This design comes from an exercise in tuning for small area on the open sky130 flow, not from production work. In this exercise RTL edits were held to simulation tests only and were not proved equivalent to the original. No activity file was given, so power comes from the tool's default toggle rates.

### flow/design.v
module qch_engine #(
    parameter TX_BUF_FRAMES = 8,
    parameter HWM           = 56,
    parameter UR_MIN_MS     = 1000
) (
    input  wire        clk,
    input  wire        rst,
    input  wire        tick_ms,       
    input  wire [7:0]  player,        
    input  wire        rx_valid,
    input  wire [7:0]  rx_data,
    output wire        rx_ready,
    output wire        rec_valid,
    output wire [47:0] rec_frame,
    input  wire        rec_ready,
    output wire        pull_req,
    output wire [3:0]  pull_max,
    input  wire        pl_valid,
    input  wire [47:0] pl_frame,
    input  wire        pl_done,
    output wire        tx_valid,
    output wire [7:0]  tx_data,
    input  wire        tx_ready,
    output wire        underrun,
    output wire [5:0]  fill
);
    localparam CW = 4;   
    localparam S_UNSYNC = 3'd0, S_STATUS = 3'd1, S_P5 = 3'd6;
    reg [2:0]  sync_state;
    reg [7:0]  sync_work [0:5];
    reg        rd_disp;           
    reg [47:0] disp_frame;
    reg [5:0]  fill_r;
    assign rx_ready  = !rd_disp;
    assign rec_valid = rd_disp;
    assign rec_frame = disp_frame;
    assign fill      = fill_r;
    wire rx_take = rx_valid && rx_ready;
    wire [7:0] w0 = sync_work[0];
    wire [7:0] w1 = sync_work[1];
    wire [7:0] w2 = sync_work[2];
    wire [7:0] w3 = sync_work[3];
    wire [7:0] w4 = sync_work[4];
    wire [7:0] w5 = sync_work[5];
    wire [7:0] w6 = rx_data;
    wire [7:0] d_status  = w0 & 8'h7F;
    wire [7:0] d_lever0  = {w1[6:0], w2[6]};
    wire [7:0] d_lever1  = {w2[5:0], w3[6:5]};
    wire [7:0] d_lever2  = {w3[4:0], w4[6:4]};
    wire [7:0] d_lever3  = {w4[3:0], w5[6:3]};
    wire [7:0] d_buttons = w6;
    always @(posedge clk) begin
        if (rst) begin
            sync_state <= S_UNSYNC;
            rd_disp    <= 1'b0;
            fill_r     <= 6'd0;
        end else if (rd_disp) begin
            if (rec_ready) begin
                rd_disp <= 1'b0;
                fill_r  <= disp_frame[45:40];
            end
        end else if (rx_take) begin
            if (sync_state == S_UNSYNC) begin
                if (rx_data[7]) begin
                    sync_work[0] <= rx_data;
                    sync_state   <= S_STATUS;
                end
            end else if (rx_data[7]) begin
                sync_state <= S_UNSYNC;
            end else if (sync_state == S_P5) begin
                disp_frame <= {d_status, d_lever0, d_lever1, d_lever2, d_lever3, d_buttons};
                rd_disp    <= 1'b1;
                sync_state <= S_UNSYNC;
            end else begin
                sync_work[sync_state] <= rx_data;
                sync_state            <= sync_state + 3'd1;
            end
        end
    end
    reg [47:0]   buf0 [0:TX_BUF_FRAMES-1];
    reg [47:0]   buf1 [0:TX_BUF_FRAMES-1];
    reg [CW-1:0] cnt0, cnt1;
    reg          wsel;
    reg [CW-1:0] widx;
    reg          need;
    reg          lock;
    wire [CW-1:0] cnt_w = wsel ? cnt1 : cnt0;    
    wire [CW-1:0] cnt_c = wsel ? cnt0 : cnt1;    
    localparam T_PRELOAD  = 3'd0,
               T_SWAP     = 3'd1,
               T_UR_WAIT  = 3'd2,
               T_NEXT     = 3'd3,
               T_HALF     = 3'd4,
               T_THROTTLE = 3'd5,
               T_THR_WAIT = 3'd6,
               T_WRITE    = 3'd7;
    reg [2:0]  tx_state;
    reg [55:0] tx_out;
    reg [2:0]  bidx;
    reg        tick_q;          
    reg        ur_none;         
    reg [9:0]  ur_age;          
    reg        underrun_r;
    wire [47:0] wframe = wsel ? buf1[widx[CW-2:0]] : buf0[widx[CW-2:0]];
    wire [7:0] f_status  = wframe[47:40];
    wire [7:0] f_lever0  = wframe[39:32];
    wire [7:0] f_lever1  = wframe[31:24];
    wire [7:0] f_lever2  = wframe[23:16];
    wire [7:0] f_lever3  = wframe[15:8];
    wire [7:0] f_buttons = wframe[7:0];
    wire [7:0] e0 = f_status | 8'h80;
    wire [7:0] e1 = {1'b0, f_lever0[7:1]};
    wire [7:0] e2 = {1'b0, f_lever0[0], f_lever1[7:2]};
    wire [7:0] e3 = {1'b0, f_lever1[1:0], f_lever2[7:3]};
    wire [7:0] e4 = {1'b0, f_lever2[2:0], f_lever3[7:4]};
    wire [7:0] e5 = {1'b0, f_lever3[3:0], 3'b000};
    wire [7:0] e6 = {1'b0, f_buttons[6:0]};
    assign tx_valid = (tx_state == T_WRITE);
    assign tx_data  = tx_out[55 - 8*bidx -: 8];
    assign underrun = underrun_r;
    wire ur_allow = (player != 8'd0) && (ur_none || ur_age >= UR_MIN_MS);
    reg          pr_pull;
    reg [CW-1:0] pull_max_r;
    reg [CW-1:0] pull_cnt;
    assign pull_req = pr_pull;
    assign pull_max = pull_max_r;
    wire tx_swapping = (tx_state == T_SWAP) && !lock;
    wire pr_issue    = !pr_pull && need && (player != 8'd0) && !tx_swapping;
    wire pr_none     = !pr_pull && need && (player == 8'd0);
    wire pl_store    = pr_pull && pl_valid && (pull_cnt < pull_max_r);
    wire pr_finish   = pr_pull && pl_done;
    wire tx_raise_pre  = (tx_state == T_PRELOAD) && !need;
    wire tx_raise_half = (tx_state == T_HALF) && !need;
    wire tx_raise_ur   = (tx_state == T_UR_WAIT) && tick_q && !need && (cnt_c == 0);
    integer i;
    always @(posedge clk) begin
        if (rst) begin
            need <= 1'b0;
        end else if (tx_raise_pre || tx_raise_half || tx_raise_ur) begin
            need <= 1'b1;
        end else if (pr_none || pr_finish) begin
            need <= 1'b0;
        end
    end
    always @(posedge clk) begin
        if (rst) begin
            pr_pull    <= 1'b0;
            lock       <= 1'b0;
            pull_max_r <= {CW{1'b0}};
            pull_cnt   <= {CW{1'b0}};
        end else if (pr_issue) begin
            pr_pull    <= 1'b1;
            lock       <= 1'b1;
            pull_max_r <= TX_BUF_FRAMES[CW-1:0] - cnt_c;
            pull_cnt   <= {CW{1'b0}};
        end else if (pr_pull) begin
            if (pl_store)
                pull_cnt <= pull_cnt + 1'b1;
            if (pl_done) begin
                pr_pull <= 1'b0;
                lock    <= 1'b0;
            end
        end
    end
    always @(posedge clk) begin
        if (pl_store) begin
            if (wsel)
                buf0[cnt0[CW-2:0]] <= pl_frame;
            else
                buf1[cnt1[CW-2:0]] <= pl_frame;
        end
    end
    always @(posedge clk) begin
        if (rst) begin
            tx_state   <= T_PRELOAD;
            wsel       <= 1'b0;
            widx       <= {CW{1'b0}};
            cnt0       <= {CW{1'b0}};
            cnt1       <= {CW{1'b0}};
            bidx       <= 3'd0;
            tick_q     <= 1'b0;
            ur_none    <= 1'b1;
            ur_age     <= 10'd0;
            underrun_r <= 1'b0;
        end else begin
            tick_q     <= tick_ms;
            underrun_r <= 1'b0;
            if (tick_ms && ur_age < UR_MIN_MS)
                ur_age <= ur_age + 10'd1;
            if (pl_store) begin
                if (wsel) cnt0 <= cnt0 + 1'b1;
                else      cnt1 <= cnt1 + 1'b1;
            end
            case (tx_state)
                T_PRELOAD: begin
                    if (!need)
                        tx_state <= T_SWAP;
                end
                T_SWAP: begin
                    if (!lock) begin
                        if (cnt_c != 0) begin
                            wsel     <= !wsel;
                            widx     <= {CW{1'b0}};
                            tx_state <= T_NEXT;
                        end else begin
                            if (ur_allow) begin
                                underrun_r <= 1'b1;
                                ur_none    <= 1'b0;
                                ur_age     <= tick_ms ? 10'd1 : 10'd0;
                            end
                            tx_state <= T_UR_WAIT;
                        end
                    end
                end
                T_UR_WAIT: begin
                    if (tick_q)
                        tx_state <= T_SWAP;
                end
                T_NEXT: begin
                    if (widx == cnt_w) begin
                        if (wsel) cnt1 <= {CW{1'b0}};
                        else      cnt0 <= {CW{1'b0}};
                        widx     <= {CW{1'b0}};
                        tx_state <= T_SWAP;
                    end else if (widx == (cnt_w >> 1)) begin
                        tx_state <= T_HALF;
                    end else begin
                        tx_state <= T_THROTTLE;
                    end
                end
                T_HALF: begin
                    if (!need)
                        tx_state <= T_THROTTLE;
                end
                T_THROTTLE: begin
                    if (fill_r <= HWM) begin
                        tx_out   <= {e0, e1, e2, e3, e4, e5, e6};
                        bidx     <= 3'd0;
                        tx_state <= T_WRITE;
                    end else begin
                        tx_state <= T_THR_WAIT;
                    end
                end
                T_THR_WAIT: begin
                    if (tick_q)
                        tx_state <= T_THROTTLE;
                end
                T_WRITE: begin
                    if (tx_ready) begin
                        if (bidx == 3'd6) begin
                            widx     <= widx + 1'b1;
                            tx_state <= T_NEXT;
                        end else begin
                            bidx <= bidx + 3'd1;
                        end
                    end
                end
                default: tx_state <= T_PRELOAD;
            endcase
        end
    end
endmodule
### flow/run.sh
#!/bin/bash
# synth_recipe.tcl (not shown) runs the flow's synth.tcl, then flattens the netlist and writes it again
# the make line also repeats each setting of config.mk as NAME=value (left out here)
make -C /OpenROAD-flow-scripts/flow DESIGN_CONFIG=/design/flow/config.mk WORK_HOME=/design/flow/orfs CLKGATE_MAP_FILE= SYNTH_SCRIPT=/design/flow/synth_recipe.tcl finish
### flow/config.mk
export PLATFORM = sky130hd
export DESIGN_NAME = qch_engine
export DESIGN_NICKNAME = qch_engine
export VERILOG_FILES = /design/flow/design.v
export SDC_FILE = /design/flow/constraint.sdc
export NUM_CORES = 4
export LEC_CHECK = 0
export CAP_MARGIN = 20
export CORE_MARGIN = 2
export CORE_UTILIZATION = 40
export PLACE_DENSITY = 0.6
export SLEW_MARGIN = 20
### flow/constraint.sdc
create_clock -name core_clock -period 10.0 [get_ports {clk}]
set_input_delay 2.0000 -clock core_clock [delete_from_list [all_inputs] [get_ports {clk}]]
set_output_delay 2.0000 -clock core_clock [all_outputs]
set_load 0.01 [all_outputs]
==> key figures <==
Power and ir drop
  – Seq pwr share: 54.1%
  – Switching power: 1.597 mW
  – Comb power frac: 2.8%
  – Pwr/cell area: 193.0 nW/µm²
  – Clock network power share: 43.1%
  – Sw frac: 20.24%
  – Overall Power: 7.889 mW
  – VDD IR-drop max: 0.1385 mV
  – Internal cell power: 6.293 mW
  – Leak: 12.22 nW

STA
  – RSZ-0062 raised after global routing: no
  – Final worst path period need: 6227 ps
  – Slew Viols, Final: 0
  – Period utilisation layout: 62.27%
  – Setup Viol. Count Final: 0
  – Pin slew with the least headroom to its limit: 1085 ps
  – Setup TNS: 0 ps
  – Hold_ws: 389.0 ps
  – Final hold vios: 0
  – Fmax achieved: 160.6 MHz
  – Skew final: 69.50 ps
  – Slew HR: 27.64%

CTS
  – Hold_buf cts: 0
  – Sink Count: 923
  – CTS tree: yes
  – Clock root buffer: clkbuf_16
  – Clock-pin slew on the worst setup and hold paths: 60 ps
  – TritonCTS Buffers: 93
  – H-tree level count: 3
  – Setup bufs post-CTS: 0
  – Clk latency of the worst-skew pair: 660 ps
  – Post-CTS sizing: 0
  – Max clock buf depth: 3

Yosys
  – Cell variety after synth: 58
  – Gate Count Post-Synth: 1601
  – Synth Register Bits: 923
  – Asr flop ratio synth: 0%
  – Post-synth EDFFs: 867
  – Part of the Yosys area used for sequential elements: 77.40%
  – Syn_area_per_cell: 21.92 µm²
  – Prevailing post-synth register cell: edfxtp_1
  – YS warnings: 1
  – Mapped Area: 35090 µm²

Floorplan
  – Top-Level Pins: 143
  – Area of the core: 86890 µm²
  – Die extent in x: 300.2 µm
  – DIE AREA: 90110 µm²
  – Die Y: 300.2 µm
  – Number of core rows: 108
  – Starting density of the core: 40.38%

Setup path
  – Critical Path Max Stage Delay: 910 ps
  – Critical path class: reg2out
  – Reg2Reg Depth: 4
  – Cell Chain, Critical Path: clkinv_1, ha_2, nor3b_1, a21oi_1, o22ai_1, nand2_1, and3_1, clkdlybuf4s50_1
  – Crit path capture type: output pin
  – Worst Path Max Fanout: 33
  – Worst EP required: 8000 ps
  – Worst path slowest cell: ha_2
  – CP startpoint kind: flip-flop
  – CP arrival: 4230 ps

Routing
  – Via count: 16.47k
  – Avg Vias per Cell: 5.464
  – Drt pass-1 iters: 5
  – Starting DRT DRC Count: 1561
  – Final ANT Viol Nets: 0
  – Drc violations: 0
  – Avg WL per Cell: 25.24 µm
  – DRT Wirelength: 76080 µm

Run status
  – Status: timing/DRC/antenna clean

Layout
  – Ratio of cells with drive above 1 in the final layout: 22.71%
  – Nets: 1871
  – Multi-input gate area: 7551 µm²
  – Fillers: 7076
  – Area Overhead vs Synth: 16.51%
  – Register area: 27170 µm²

Job
  – Max Cap Viol: 0

Placement
  – DPL Wire Length: 38210 µm
  – PortBufs: 138
  – GPL Wtd Cong: 0.7931

GRT
  – Total track usage: 17.09%
  – Number of global-route vias before repair: 16.97k
  – Total gr overflow: 0
  – Initial antenna violation count: 3
  – Largest net degree at the start of global routing: 103
  – First-pass GRT wire length: 111900 µm

Min path
  – Hold depth: 0
  – Min-Delay Path Class: reg2reg
[cells in the mapped netlist, types with 3 or more instances]
| cell type | instances | area (µm²) |
|---|---|---|
| buf_1 | 14 | 52.55 |
| o21ai_0 | 10 | 50.05 |
| xnor2_1 | 17 | 148.9 |
| nand4_1 | 6 | 37.54 |
| nor3b_1 | 3 | 22.52 |
| a211oi_1 | 8 | 60.06 |
| o221ai_1 | 3 | 26.28 |
| o31ai_1 | 5 | 37.54 |
| nand2b_1 | 8 | 50.05 |
| nor2_1 | 55 | 206.5 |
| clkbuf_1 | 34 | 127.6 |
| nor2b_1 | 3 | 18.77 |
| edfxtp_1 | 867 | 26030 |
| dfxtp_1 | 56 | 1121 |
| or2_2 | 3 | 18.77 |
| buf_6 | 9 | 101.4 |
| nand2_1 | 40 | 150.1 |
| nor4_1 | 5 | 31.28 |
| ha_1 | 14 | 175.2 |
| mux2i_1 | 24 | 240.2 |
| mux2_2 | 3 | 33.78 |
| o21a_1 | 3 | 22.52 |
| and3_1 | 5 | 31.28 |
| or3_1 | 5 | 31.28 |
| nor3_1 | 14 | 70.07 |
| a21oi_1 | 32 | 160.2 |
| o211ai_1 | 9 | 67.56 |
| a311oi_1 | 3 | 26.28 |
| inv_1 | 21 | 78.83 |
| mux4_2 | 230 | 5180 |
| buf_4 | 12 | 90.09 |
| nand3_1 | 26 | 130.1 |
| buf_2 | 9 | 45.04 |
| xor2_1 | 11 | 96.34 |
| a221oi_1 | 3 | 26.28 |
| o2111ai_1 | 5 | 43.79 |
[metrics by stage]
| stage | utilization [%] | std cells | area, µm² | setup WS [ps] |
|---|---|---|---|---|
| global route | 47.05 | 3013 | 40880 | 3374 |
| global placement | 43.55 | 2844 | 37840 | 4195 |
| CTS | 47.05 | 3013 | 40880 | 3413 |
| floorplan | - | 1602 | 35090 | 2352 |
| finish | 47.05 | 3014 | 40880 | 3773 |
| detailed placement | 43.57 | 2845 | 37860 | 4138 |
[sequential cells by signal, indices dropped and copies added (netlist names), 3 cells and up, named ones only]
register and cells:
buf0 368, buf1 368, rec_frame 46, tx_out 46, sync_work 39, ur_age 10
fill_r 6, cnt0 4, cnt1 4, pull_cnt 4, pull_max_r 4, widx 4
bidx 3, sync_state 3, tx_state 3
[power by group through the flow]
stage | logic, mW | registers (mW) | clock network, mW
global placement | 0.211 | 4.35 | 0
finish | 0.219 | 4.27 | 3.40
global route | 0.242 | 4.27 | 3.63
detailed placement | 0.220 | 4.35 | 0
CTS | 0.221 | 4.27 | 3.48
floorplan | 0.105 | 4.35 | 0
[worst max-delay path: cells and delay by family, from the launching register on]
| kind | cells | cell delay, ps |
|---|---|---|
| simple gates | 3 | 680 |
| flops | 1 | 690 |
| buf+inv | 2 | 1030 |
| fa+ha+maj | 1 | 910 |
| compound gates | 2 | 240 |
[layer usage]
metal  GRT usage, %  up-vias  routed length, µm
li1               -     7057                  -
met2          27.31      509              36720
met4          4.738        4               1746
met5              0        -                 23
met1          23.79     8771              32780
met3          3.794      129               4816
[layout make-up]
class	count	area share, %
flip-flops and latches	923	66.46
multi-input cells	579	18.47
clock buffers	114	5.986
repair buffers	166	3.954
well taps	1155	3.535
clock inverters	54	1.389
inverters	22	0.2020
diodes	1	0.006121
[placed cells by master, fill, tap and decap left out, types with 9 or more instances in the layout]
master           instances
o21ai_0                 10
nor2_1                  47
clkdlybuf4s50_1        138
buf_4                   26
edfxtp_1               867
mux4_2                 230
inv_1                   21
mux2i_1                 24
nand2_1                 40
dfxtp_1                 52
clkinv_2                11
clkbuf_1                18
nor3_2                   9
xnor2_1                 17
clkbuf_16               94
xor2_1                  11
a21oi_1                 32
nand3_1                 26
ha_1                    13
o211ai_1                 9
clkinv_1                22
[worst paths after layout]
kind	from	end	slack, ps
worst min-delay path	sync_work[0][4]	rec_frame[44]	390
worst max register to register	flip-flop	tx_out[37]	6320
worst min register to register	sync_work[0][4]	rec_frame[44]	390
worst max-delay path	bidx[0]	tx_data[6]	3770
[cells by family after synthesis]
kind of cell / count (synthesis) / synth area share [%]
buffers and inverters: 100 / 1.423
multiplexers: 257 / 15.54
adder cells (fa/ha/maj): 14 / 0.4992
AND/OR/NAND/NOR: 183 / 2.510
flip-flops: 923 / 77.40
other: 1 / 0.01069
XOR/XNOR: 28 / 0.6989
AO/OA/AOI/OAI: 95 / 1.919

[separate check: timing with driven ports]
In the flow no input, the clock included, has a driving cell. The finished layout below was timed again as built, in two steps. Step 1, drivers: a clkbuf_16 drives clk and a buf_2 each remaining input, both assumed. Step 2 also shifts input and output timing later by t, the mid clock arrival at the registers, as if the neighbouring blocks saw the same clock. Three values: ideal, step 1, step 2; two values: the first two.
t, ns: 0.695
slack for setup (ns): 3.773 / 3.708 / 4.402
latest minus earliest clock arrival (ns): 0.078 / 0.079
After both steps setup and hold are still met in this run. For this run, drivers alone change the setup slack by -0.065 ns; drivers and shift together by +0.629 ns.
